Background: an optimization exercise with open tools, aiming at a short achievable clock period and few clock cycles. Do not read the settings as production practice.
Where RTL was checked, it was by simulation tests only, not by an equivalence proof against the original.
Power and IR drop assume default switching activity.

==> v9: inputs <==
Design ost_ddmd, start of the top module:
module ost_ddmd (
    input  wire         clk,
    input  wire         rst,
    input  wire         req_valid,
    output wire         req_ready,
    input  wire [31:0]  req_op,
    input  wire [31:0]  req_in_len,
    input  wire [31:0]  req_out_cap,
    input  wire [95:0]  req_in,         
    output wire         resp_valid,
    input  wire         resp_ready,
    output wire [1:0]   resp_status,
    output wire [31:0]  resp_bytes,
    output wire [319:0] resp_out,       
    output wire         prim_valid,
    output wire [2:0]   prim_cmd,
    output wire [63:0]  prim_addr,
    output wire [63:0]  prim_wdata,
    input  wire         prim_ack,
    input  wire [63:0]  prim_rdata,
    input  wire [15:0]  prim_rlimit,
    input  wire         prim_fault,
    output wire         faulted
);
Settings: LEC_CHECK=0, CAP_MARGIN=20, CORE_AREA=5 5 235 235, CTS_CLUSTER_DIAMETER=60, CTS_CLUSTER_SIZE=10, DIE_AREA=0 0 240 240, SLEW_MARGIN=40, SYNTH_HIERARCHICAL=1, SYNTH_MINIMUM_KEEP_SIZE=0; clock period 10.0 ns.
standard.sh (not shown) runs the stock make flow with config.mk's settings and CLKGATE_MAP_FILE= SYNTH_SCRIPT=/design/flow/synth_recipe.tcl, a recipe that flattens the netlist after the stock synthesis.
==> flow/flow/run.sh <==
#!/bin/bash
set -o pipefail
MARGIN=${MARGIN:-7}
bash standard.sh SETUP_SLACK_MARGIN=$MARGIN \
    "BUFFER_PORTS_ARGS=-buffer_cell sky130_fd_sc_hd__buf_4" \
    "PLACE_PINS_ARGS=-min_distance 1 -min_distance_in_tracks" \
    finish > flow_standard.log 2>&1
rc=$?
cp -r orfs/logs/sky130hd/ost_ddmd/base orfs_logs 2>/dev/null
exit $rc
==> v7 (differences from v9) <==
--- a/flow/design.v
+++ b/flow/design.v
@@ -92,17 +92,14 @@
     assign prim_cmd    = cmd_o;
     assign prim_addr   = addr_o;
     assign prim_wdata  = wdata_o;
     assign resp_status = rq_o[3:2];
     assign resp_bytes  = {26'd0, rq_o[0], 1'b0, rq_o[1], 3'd0};
-    reg [63:0]  out_lo_o;
-    reg [107:0] lo_f_o;        
-    reg [95:0]  hi_f_o;        
-    assign resp_out    = {hi_f_o[63:0], lo_f_o[63:0],
-                          7'd0, lo_f_o[64], 7'd0, lo_f_o[65], 7'd0, lo_f_o[66], 7'd0, lo_f_o[67],
-                          7'd0, lo_f_o[68], 6'd0, lo_f_o[70:69], 7'd0, lo_f_o[71], 4'd0, lo_f_o[75:72],
-                          hi_f_o[95:64], lo_f_o[107:76], out_lo_o};
+    assign resp_out    = {f_raw_hi, f_raw_lo,
+                          7'd0, f_g, 7'd0, f_db, 7'd0, f_l, 7'd0, f_avl,
+                          7'd0, f_p, 6'd0, f_dpl, 7'd0, f_s, 4'd0, f_type,
+                          f_base_hi, f_base_lo, out_lo};
     wire go_rd, go_wr, go_qs;
     wire [1:0] chk_status;
     wire       chk_b3;
     ost_req_check u_chk (
         .op(req_op), .len(req_in_len), .cap(req_out_cap), .seg(req_in[15:0]),
@@ -246,38 +243,23 @@
                                        {out_lo[63:16], prim_rdata[15:0]};
     wire [63:0] out_lo_ld = {{48{s_msr | s_memlo}}, {16{s_msr | s_rdsreg}}};
     wire [63:0] out_lo_hd = {{48{~s_idle & ~s_msr & ~s_memlo & ~s_clr}}, {16{~s_idle & ~s_msr & ~s_rdsreg}}};
     wire [63:0] out_lo_d;
     ost_ao22 #(64) u_out_lo (.a(out_lo_ld), .b(out_lo_new), .c(out_lo_hd), .d(out_lo), .y(out_lo_d));
-    wire [63:0] out_lo_od;
-    ost_ao22 #(64) u_out_lo_o (.a(out_lo_ld), .b(out_lo_new), .c(out_lo_hd), .d(out_lo), .y(out_lo_od));
-    always @(posedge clk) begin
-        out_lo   <= out_lo_d;
-        out_lo_o <= out_lo_od;
-    end
+    always @(posedge clk) out_lo <= out_lo_d;
     wire [109:0] lo_new = {dec_base[31:0], dec_type, dec_s, dec_dpl, dec_p, dec_avl,
                            dec_l, dec_db, dec_g, prim_rdata};
     wire [109:0] lo_q   = {f_base_lo, f_type, f_s, f_dpl, f_p, f_avl, f_l, f_db, f_g, f_raw_lo};
     wire [109:0] lo_d;
     ost_ao22 #(110) u_lo_f (.a({110{s_memlo}}), .b(lo_new), .c({110{~s_idle & ~s_memlo & ~s_clr}}), .d(lo_q), .y(lo_d));
-    wire [109:0] lo_od;
-    ost_ao22 #(110) u_lo_f_o (.a({110{s_memlo}}), .b(lo_new), .c({110{~s_idle & ~s_memlo & ~s_clr}}), .d(lo_q), .y(lo_od));
-    always @(posedge clk) begin
+    always @(posedge clk)
         {f_base_lo, f_type, f_s, f_dpl, f_p, f_avl, f_l, f_db, f_g, f_raw_lo} <= lo_d;
-        lo_f_o <= lo_od;
-    end
     wire [95:0] hi_q = {f_base_hi, f_raw_hi};
     wire [95:0] hi_f_d;
     ost_ao22 #(96) u_hi_f (.a({96{s_memhi}}), .b({prim_rdata[31:0], prim_rdata}),
                            .c({96{~s_idle & ~s_memhi}}), .d(hi_q), .y(hi_f_d));
-    wire [95:0] hi_f_od;
-    ost_ao22 #(96) u_hi_f_o (.a({96{s_memhi}}), .b({prim_rdata[31:0], prim_rdata}),
-                             .c({96{~s_idle & ~s_memhi}}), .d(hi_q), .y(hi_f_od));
-    always @(posedge clk) begin
-        {f_base_hi, f_raw_hi} <= hi_f_d;
-        hi_f_o <= hi_f_od;
-    end
+    always @(posedge clk) {f_base_hi, f_raw_hi} <= hi_f_d;
 endmodule
 module ost_ao22 #(parameter W = 1) (
     input  wire [W-1:0] a,
     input  wire [W-1:0] b,
     input  wire [W-1:0] c,
==> run notes <==
quantity	v9	v7
Syn-to-layout area delta	30.6%	40.3%
Measured slew at the worst slew-check pin	0.848 ns	0.823 ns
R2r setup slk	7.10 ns	7.11 ns
Routability-driven placement congestion ratio	0.969	0.968
Net total in the final layout	4,161	3,701
Average routed wire per standard cell	22.8 microns	21.2 microns
Seq_cells	834	566
Worst clock skew	0.0277 ns	0.0251 ns
Total internal power	0.00540 W	0.00383 W
First-pass detailed-route iteration total	5	7
Post-layout instance area	0.0422 sq mm	0.0346 sq mm
Static leakage	18.5 nW	15.8 nW
Cell class with the largest area share	sequential cells	multi-input gates
Data buffer area share	0.163	0.221
Result of the run	no timing/DRC/antenna violations	no timing/DRC/antenna violations
Testbench counts of v7, summed over its fixed seeds: cycles 50,336.
For v9, only the layout was checked, not whether the RTL still works.

========
==> run E <==
Another version of the RTL of ost_ddmd (not shown whole).
## ost_ddmd
module ost_ddmd (
    input  wire         clk,
    input  wire         rst,
    input  wire         req_valid,
    output wire         req_ready,
    input  wire [31:0]  req_op,
    input  wire [31:0]  req_in_len,
    input  wire [31:0]  req_out_cap,
    input  wire [95:0]  req_in,         
    output wire         resp_valid,
    input  wire         resp_ready,
    output wire [1:0]   resp_status,
    output wire [31:0]  resp_bytes,
    output wire [319:0] resp_out,       
    output wire         prim_valid,
    output wire [2:0]   prim_cmd,
    output wire [63:0]  prim_addr,
    output wire [63:0]  prim_wdata,
    input  wire         prim_ack,
    input  wire [63:0]  prim_rdata,
    input  wire [15:0]  prim_rlimit,
    input  wire         prim_fault,
    output wire         faulted
);
export LEC_CHECK = 0
export CAP_MARGIN = 20
export CORE_AREA = 10 10 310 310
export DIE_AREA = 0 0 320 320
export SLEW_MARGIN = 40
export SYNTH_HIERARCHICAL = 1
export SYNTH_MINIMUM_KEEP_SIZE = 0
create_clock -name core_clock -period 10.0 [get_ports {clk}]
==> flow/flow/run.sh <==
#!/bin/bash
set -o pipefail
MARGIN=${MARGIN:-7}
bash standard.sh SETUP_SLACK_MARGIN=$MARGIN finish > flow_standard.log 2>&1
rc=$?
cp -r orfs/logs/sky130hd/ost_ddmd/base orfs_logs 2>/dev/null
exit $rc
==> inputs of run H, as changes to run E <==
--- a/flow/design.v
+++ b/flow/design.v
@@ -60,22 +60,21 @@
 );
     reg s_idle;      
     reg s_done;      
     reg s_fault;     
     reg s_prim;      
     reg s_msr;       
     reg s_rdsreg, s_sgdt, s_fix, s_memlo, s_memhi;
-    reg s_clr;       
     reg [2:0]   cmd_q;
     reg [63:0]  addr_q;
     reg [63:0]  wdata_q;
     reg [1:0]   status_q;
     reg         bytes3_q, bytes5_q;
     reg [12:0]  idx_q;         
-    reg         hi_ok_q;       
+    reg [15:0]  glim_q;        
     reg [63:0]  out_lo;        
     reg [31:0]  f_base_lo;
     reg [31:0]  f_base_hi;
     reg [3:0]   f_type;
     reg         f_s, f_p, f_avl, f_l, f_db, f_g;
     reg [1:0]   f_dpl;
     reg [63:0]  f_raw_lo;
@@ -112,48 +111,46 @@
         .sel   (prim_rdata[15:0]),
         .rpl   (sel_rpl),
         .ti    (sel_ti),
         .index (sel_index)
     );
     wire sel_unres;
     ost_sel_unres u_unres (.ti(sel_ti), .index(sel_index), .unres(sel_unres));
-    wire [13:0] idx1 = {1'b0, idx_q} + 14'd1;
-    wire lo_gt, hi_gt;
+    wire lo_gt;
     ost_gt16 u_lo (.a({idx_q, 3'b111}), .b(prim_rlimit), .gt(lo_gt));
-    ost_gt16 u_hi (.a({idx1[12:0], 3'b111}), .b(prim_rlimit), .gt(hi_gt));
     wire lo_in_tbl = ~lo_gt;
+    wire hi_ok_q = ({1'b0, idx_q, 3'b000} + 17'd15) <= {1'b0, glim_q};
     wire [12:0] ea_sum;
     wire        ea_cy;
     ost_add13 u_add (.a(prim_rdata[15:3]), .b(idx_q), .s(ea_sum), .co(ea_cy));
-    wire n_idle, n_done, n_prim, n_fault, n_msr, n_rdsreg, n_sgdt, n_fix, n_memlo, n_memhi, n_clr;
+    wire n_idle, n_done, n_prim, n_fault, n_msr, n_rdsreg, n_sgdt, n_fix, n_memlo, n_memhi;
     ost_next u_next (
         .rst(rst), .req_valid(req_valid), .resp_ready(resp_ready),
         .ack(prim_ack), .fault(prim_fault), .lo_s(prim_rdata[44]),
         .op_z(op_z), .len_z(len_z), .cap_z(cap_z), .seg_nz(seg_nz),
         .op(req_op[1:0]), .len(req_in_len[3:1]), .cap(req_out_cap[5:3]), .seg(req_in[2:1]),
         .unres(sel_unres), .lo_ok(lo_in_tbl), .cy(ea_cy), .hi_ok(hi_ok_q),
         .s_idle(s_idle), .s_done(s_done), .s_prim(s_prim), .s_fault(s_fault),
         .s_msr(s_msr), .s_rdsreg(s_rdsreg), .s_sgdt(s_sgdt), .s_fix(s_fix),
-        .s_memlo(s_memlo), .s_memhi(s_memhi), .s_clr(s_clr),
+        .s_memlo(s_memlo), .s_memhi(s_memhi),
         .n_idle(n_idle), .n_done(n_done), .n_prim(n_prim), .n_fault(n_fault),
         .n_msr(n_msr), .n_rdsreg(n_rdsreg), .n_sgdt(n_sgdt), .n_fix(n_fix),
-        .n_memlo(n_memlo), .n_memhi(n_memhi), .n_clr(n_clr)
+        .n_memlo(n_memlo), .n_memhi(n_memhi)
     );
     always @(posedge clk) begin
         s_idle   <= n_idle;
         s_done   <= n_done;
         s_prim   <= n_prim;
         s_fault  <= n_fault;
         s_msr    <= n_msr;
         s_rdsreg <= n_rdsreg;
         s_sgdt   <= n_sgdt;
         s_fix    <= n_fix;
         s_memlo  <= n_memlo;
         s_memhi  <= n_memhi;
-        s_clr    <= n_clr;
     end
     wire [63:0] dec_base;
     wire [19:0] dec_limit;
     wire [3:0]  dec_type;
     wire        dec_s, dec_p, dec_avl, dec_l, dec_db, dec_g;
     wire [1:0]  dec_dpl;
     ost_desc_decode u_dec (
@@ -196,33 +193,36 @@
         .s_sgdt(s_sgdt), .s_idle(s_idle), .s_memlo(s_memlo), .ack(prim_ack),
         .ea({prim_rdata[63:16], ea_sum, prim_rdata[2:0]}),
         .rq(req_in[31:0]), .nx8(addr_nx8), .q(addr_inc), .d(addr_d)
     );
     always @(posedge clk) addr_q <= addr_d;
     wire [12:0] idx_d;
     ost_ao22 #(13) u_idx (.a({13{s_rdsreg}}), .b(sel_index), .c({13{~s_rdsreg}}), .d(idx_q), .y(idx_d));
-    wire hi_d;
-    ost_ao22 #(1) u_hi_ok (.a(s_sgdt), .b(~hi_gt & ~idx1[13]), .c(~s_sgdt), .d(hi_ok_q), .y(hi_d));
+    wire [15:0] glim_d;
+    ost_ao22 #(16) u_glim (.a({16{s_sgdt}}), .b(prim_rlimit), .c({16{~s_sgdt}}), .d(glim_q), .y(glim_d));
     always @(posedge clk) begin
-        idx_q   <= idx_d;
-        hi_ok_q <= hi_d;
+        idx_q  <= idx_d;
+        glim_q <= glim_d;
     end
+    wire lo_keep = prim_rdata[44] | hi_ok_q;    
+    wire lo_wide = ~prim_rdata[44] & hi_ok_q;
     wire [63:0] out_lo_new = s_msr   ? prim_rdata :
-                             s_memlo ? {12'd0, dec_limit, 7'd0, ~prim_rdata[44], 7'd0, 1'b1, out_lo[15:0]} :
+                             s_memlo ? {12'd0, dec_limit & {20{lo_keep}}, 7'd0, lo_wide, 7'd0, lo_keep, out_lo[15:0]} :
                                        {out_lo[63:16], prim_rdata[15:0]};
     wire [63:0] out_lo_ld = {{48{s_msr | s_memlo}}, {16{s_msr | s_rdsreg}}};
-    wire [63:0] out_lo_hd = {{48{~s_idle & ~s_msr & ~s_memlo & ~s_clr}}, {16{~s_idle & ~s_msr & ~s_rdsreg}}};
+    wire [63:0] out_lo_hd = {{48{~s_idle & ~s_msr & ~s_memlo}}, {16{~s_idle & ~s_msr & ~s_rdsreg}}};
     wire [63:0] out_lo_d;
     ost_ao22 #(64) u_out_lo (.a(out_lo_ld), .b(out_lo_new), .c(out_lo_hd), .d(out_lo), .y(out_lo_d));
     always @(posedge clk) out_lo <= out_lo_d;
     wire [109:0] lo_new = {dec_base[31:0], dec_type, dec_s, dec_dpl, dec_p, dec_avl,
                            dec_l, dec_db, dec_g, prim_rdata};
     wire [109:0] lo_q   = {f_base_lo, f_type, f_s, f_dpl, f_p, f_avl, f_l, f_db, f_g, f_raw_lo};
     wire [109:0] lo_d;
-    ost_ao22 #(110) u_lo_f (.a({110{s_memlo}}), .b(lo_new), .c({110{~s_idle & ~s_memlo & ~s_clr}}), .d(lo_q), .y(lo_d));
+    wire lo_ld = s_memlo & lo_keep;
+    ost_ao22 #(110) u_lo_f (.a({110{lo_ld}}), .b(lo_new), .c({110{~s_idle & ~s_memlo}}), .d(lo_q), .y(lo_d));
     always @(posedge clk)
         {f_base_lo, f_type, f_s, f_dpl, f_p, f_avl, f_l, f_db, f_g, f_raw_lo} <= lo_d;
     wire [95:0] hi_q = {f_base_hi, f_raw_hi};
     wire [95:0] hi_f_d;
     ost_ao22 #(96) u_hi_f (.a({96{s_memhi}}), .b({prim_rdata[31:0], prim_rdata}),
                            .c({96{~s_idle & ~s_memhi}}), .d(hi_q), .y(hi_f_d));
     always @(posedge clk) {f_base_hi, f_raw_hi} <= hi_f_d;
@@ -427,50 +427,48 @@
     input  wire rst, input wire req_valid, input wire resp_ready,
     input  wire ack, input wire fault, input wire lo_s,
     input  wire op_z, input wire len_z, input wire cap_z, input wire seg_nz,
     input  wire [1:0] op, input wire [3:1] len, input wire [5:3] cap, input wire [2:1] seg,
     input  wire unres, input wire lo_ok, input wire cy, input wire hi_ok,
     input  wire s_idle, input wire s_done, input wire s_prim, input wire s_fault,
     input  wire s_msr, input wire s_rdsreg, input wire s_sgdt, input wire s_fix,
-    input  wire s_memlo, input wire s_memhi, input wire s_clr,
+    input  wire s_memlo, input wire s_memhi,
     output wire n_idle, output wire n_done, output wire n_prim, output wire n_fault,
     output wire n_msr, output wire n_rdsreg, output wire n_sgdt, output wire n_fix,
-    output wire n_memlo, output wire n_memhi, output wire n_clr
+    output wire n_memlo, output wire n_memhi
 );
     wire len_ge4  = ~len_z | len[3] | len[2];
     wire len_ge2  = len_ge4 | len[1];
     wire len_ge12 = ~len_z | (len[3] & len[2]);
     wire cap_ge8  = ~cap_z | cap[5] | cap[4] | cap[3];
     wire cap_ge40 = ~cap_z | (cap[5] & (cap[4] | cap[3]));
     wire go_rd = op_z & ~op[1] &  op[0] & len_ge4 & cap_ge8;
     wire go_wr = op_z &  op[1] & ~op[0] & len_ge12;
     wire go_qs = op_z &  op[1] &  op[0] & len_ge2 & cap_ge40 & ~seg_nz & ~(seg[2] & seg[1]);
     wire acc   = s_idle & req_valid;
     wire go    = go_rd | go_wr | go_qs;
     wire hi_rd = ~lo_s & hi_ok;      
-    wire hi_cut = ~lo_s & ~hi_ok;    
     assign n_idle  = rst | (s_idle & ~req_valid) | (s_done & resp_ready);
     assign n_done  = ~rst & ((acc & ~go) | (s_done & ~resp_ready) |
                              (ack & ~fault & (s_msr | s_memhi)) |
                              (ack & s_rdsreg & unres) |
                              (ack & s_sgdt & ~lo_ok) |
-                             (ack & ~fault & s_memlo & lo_s) | s_clr);
+                             (ack & ~fault & s_memlo & ~hi_rd));
     assign n_prim  = ~rst & ((acc & go) | s_fix |
                              (s_prim & ~ack) |
                              (ack & s_rdsreg & ~unres) |
                              (ack & s_sgdt & lo_ok & ~cy) |
                              (ack & ~fault & s_memlo & hi_rd));
     assign n_fault = ~rst & (s_fault | (ack & fault & (s_msr | s_memlo | s_memhi)));
     assign n_msr   = ~rst & ((acc & (go_rd | go_wr)) | (s_msr & ~ack));
     assign n_rdsreg = ~rst & ((acc & go_qs) | (s_rdsreg & ~ack));
     assign n_sgdt  = ~rst & ((ack & s_rdsreg & ~unres) | (s_sgdt & ~ack));
     assign n_fix   = ~rst & ack & s_sgdt & lo_ok & cy;
     assign n_memlo = ~rst & ((ack & s_sgdt & lo_ok & ~cy) | s_fix | (s_memlo & ~ack));
     assign n_memhi = ~rst & ((ack & ~fault & s_memlo & hi_rd) | (s_memhi & ~ack));
-    assign n_clr   = ~rst & ack & ~fault & s_memlo & hi_cut;
 endmodule
 module ost_cmd_next (
     input  wire       s_idle, input wire s_rdsreg, input wire s_sgdt, input wire ack,
     input  wire [1:0] op,
     input  wire [2:0] q,
     output wire [2:0] d
 );
==> summary of the runs <==
- Against run E, the non-clock buffer count of run H is higher by 54.
- Of run E and run H, run H has the higher sequential power (gap about 3%, measured against run H).
- Between run H and run E, the lower sequential cell count is in run E (gap 14).
- Of run E and run H, run E has the higher count of clock-buffer cells in the layout (gap 6).
- In run E the clock skew is lower than in run H, by 0.011 ns.
- In run H the synthesized area is higher than in run E, by about 1.7%.
- Against run E, the final cell count of run H is larger by 2.6%.
- In run E the fmax is smaller than in run H, by about 1.1%.
- In run H the setup slack is better than in run E, by 0.036 ns.
- In die area, run E and run H do not differ.
No run of this note included a check of the RTL's function; only the layout flow was run.

## re-timing with driven ports
The flow's constraints put no driver on any port. The routed layouts listed below were extracted and timed again, unchanged, in two steps.
Step 1 assumes that a clkbuf_16 drives the clock port and a buf_2 every other input.
Step 2, shift: input delay + t, output delay - t, t = (earliest + latest rising clock arrival at the registers) / 2. This alone moves slack from input paths to output paths.
a / b / c = ideal ports / drivers / drivers and shift; a / b = the first two.
run | t (ns) | setup WS [ns] | worst hold slack (ns)
v9 | 0.690 | 6.904 / 6.841 / 6.393 | 0.466 / 0.466 / 0.466
v7 | 0.639 | 6.947 / 6.888 / 6.412 | 0.446 / 0.446 / 0.446
run E | 0.652 | 6.781 / 6.728 / 6.124 | 0.468 / 0.468 / 0.468
run H | 0.684 | 6.817 / 6.789 / 6.184 | 0.469 / 0.469 / 0.469
After both steps every run listed still meets setup and hold. For run E, which loses most, drivers alone change the setup slack by -0.053 ns; drivers and shift together by -0.657 ns.
